Background: an optimization exercise with open tools, aiming at small area and few clock cycles. Do not read the settings as production practice. Only simulation tests tie the RTL to the original design; equivalence was not proved. Power figures rest on the tool's default switching activity, not on a simulated workload.

## bms_codec
module bms_codec (
    input  wire        clk,
    input  wire        rst,
    input  wire        req_valid,
    output wire        req_ready,
    input  wire [31:0] req_word,
    input  wire        din_valid,
    output wire        din_ready,
    input  wire [7:0]  din_byte,
    output wire        rsp_valid,
    output wire [3:0]  rsp_status,
    output wire [31:0] rsp_value,
    output wire        rsd_valid,
    output wire [7:0]  rsd_byte,
    output wire        tx_valid,
    output wire [7:0]  tx_byte,
    output wire        rxf_valid,
    output wire [7:0]  rxf_byte
);
make LEC_CHECK=0 ABC_AREA=1 CAP_MARGIN=20 CORE_MARGIN=2 CORE_UTILIZATION=40 PLACE_DENSITY=0.6 SLEW_MARGIN=20 finish   # period 6.5 ns
run.sh (not shown) runs the stock make flow with config.mk's settings and CLKGATE_MAP_FILE= SYNTH_SCRIPT=/design/flow/synth_recipe.tcl, a recipe that flattens the netlist after the stock synthesis.
Testbench counts at the start, summed over its fixed seeds: cycles 22,536.
Rerun with:
- ABC_AREA: 1 -> default
- CTS_CLUSTER_DIAMETER: default -> 90
- CTS_CLUSTER_SIZE: default -> 36
The new run went through all stages and came out clean.
Hold slack is worse by 0.013 ns.
Sequential cell count is unchanged.
Die area drops slightly.
Core utilization decreases by 1.5 points.
Non-clock buffer count rose by 29.
Rerun with:
- CTS_CLUSTER_DIAMETER: 90 -> 80
- CTS_CLUSTER_SIZE: 36 -> 30
What happened: The changed run went through all stages and came out clean; wire length is higher slightly; die area does not change; power is higher by a few percent; setup slack loses 0.047 ns; non-clock buffer count is unchanged; first-iteration DRC count is lower by a little under a tenth; combinational power hardly moves; design area is higher slightly; global-route usage is higher by 0.25 points; synthesized area does not change; cell count barely changes.
Rerun with:
- CTS_CLUSTER_DIAMETER: 80 -> default
- CTS_CLUSTER_SIZE: 30 -> default
Result:
- routed wire length is higher by 2.5%
- hold slack degrades by 0.0052 ns
- core utilization went up by 2.4 points
- final area goes up by 5.2%
- combinational power is about the same
- synthesized cell count does not change
- clock skew falls by 0.036 ns
- setup slack barely changes
Rerun with:
==> flow/flow/run.sh (new file) <==
#!/bin/bash
# Layout flow: the standard flow (the standard.sh, all steps) with two
# changes to how the layout is made:
#  - ports are buffered with the smallest buffer (sky130_fd_sc_hd__buf_1)
#    instead of the delay buffer the resizer picks by default;
#  - clock tree synthesis inserts no dummy loads.
# Each tool's full output stays in the ORFS logs under orfs/logs/; the
# output of standard.sh itself goes to standard.log in this folder.
set -e
export BUFFER_PORTS_ARGS="-buffer_cell sky130_fd_sc_hd__buf_1"
export CTS_ARGS="-sink_clustering_enable -repair_clock_nets -sink_clustering_size 30 -sink_clustering_max_diameter 80 -dont_use_dummy_load"
bash standard.sh > standard.log 2>&1
==> flow/standard.sh (new file) <==
#!/bin/bash
# synth_recipe.tcl (not shown) runs the flow's synth.tcl, then flattens the netlist and writes it again
# the make line also repeats each setting of config.mk as NAME=value (left out here)
make -C /OpenROAD-flow-scripts/flow DESIGN_CONFIG=/design/flow/config.mk WORK_HOME=/design/flow/orfs CLKGATE_MAP_FILE= SYNTH_SCRIPT=/design/flow/synth_recipe.tcl "${@:-finish}"
- CTS_CLUSTER_DIAMETER: default -> 80
- CTS_CLUSTER_SIZE: default -> 30
removed: flow/run.sh
The changed run finished with timing, DRC and antenna clean; final cell count went down by 3.9%; global-route usage decreases by 0.70 points; first-iteration DRC count shrinks by 4.8%; count of clock-buffer cells in the layout goes down by 58; total power went down by 21%; wire length came out lower by 3.0%; worst setup slack is worse by 0.061 ns.
Rerun with:
==> flow/run.sh (new file) <==
#!/bin/bash
# synth_recipe.tcl (not shown) runs the flow's synth.tcl, then flattens the netlist and writes it again
# the make line also repeats each setting of config.mk as NAME=value (left out here)
make -C /OpenROAD-flow-scripts/flow DESIGN_CONFIG=/design/flow/config.mk WORK_HOME=/design/flow/orfs CLKGATE_MAP_FILE= SYNTH_SCRIPT=/design/flow/synth_recipe.tcl finish
- CTS_BUF_LIST: default -> sky130_fd_sc_hd__clkbuf_4 sky130_fd_sc_hd__clkbuf_8
- CTS_CLUSTER_DIAMETER: 80 -> default
- CTS_CLUSTER_SIZE: 30 -> default
removed: flow/flow/run.sh
removed: flow/standard.sh
First-iteration DRC count grows by 5.9%.
Area after synthesis does not change.
Fmax grows by 0.47%.
Die area is unchanged.
Critical path depth grows by 4.
Power grows by 24%.

afterwards: timing with drivers on the ports:
In the flow no input, the clock included, has a driving cell. The finished layouts below were timed again as built, in two steps.
Step 1, drivers: a clkbuf_16 drives clk and a buf_2 each remaining input, both assumed.
Step 2 adds t to the input delays and takes it off the output delays; t is the mean of the earliest and latest rising clock arrival at the registers after step 1. Input paths then give back, and output paths get back, about the clock's delay inside the block.
Slacks: no drivers / after step 1 / after step 2; pairs: no drivers / after step 1.
run	shift t [ns]	slack for setup (ns)	hold WS [ns]	worst slew at a driven data input, ns	cell pins on the clock port's net
the first run	0.657	0.618 / 0.577 / 0.137	0.313 / 0.313 / 0.313	0.06	1
the second run	0.671	0.536 / 0.536 / -0.079	0.300 / 0.300 / 0.300	0.06	1
the third run	0.623	0.488 / 0.520 / -0.098	0.321 / 0.321 / 0.321	0.06	1
the fourth run	0.659	0.486 / 0.503 / -0.136	0.316 / 0.316 / 0.316	0.06	1
the fifth run	0.594	0.425 / 0.425 / -0.053	0.219 / 0.219 / 0.219	0.08	1
the sixth run	0.763	0.454 / 0.454 / -0.119	0.302 / 0.302 / 0.302	0.06	1
Met with ideal ports but missed after step 2: setup timing in 5 of these runs. The setup slack of the fourth run, which loses most, moves by +0.017 ns with the drivers and by -0.622 ns with both steps.
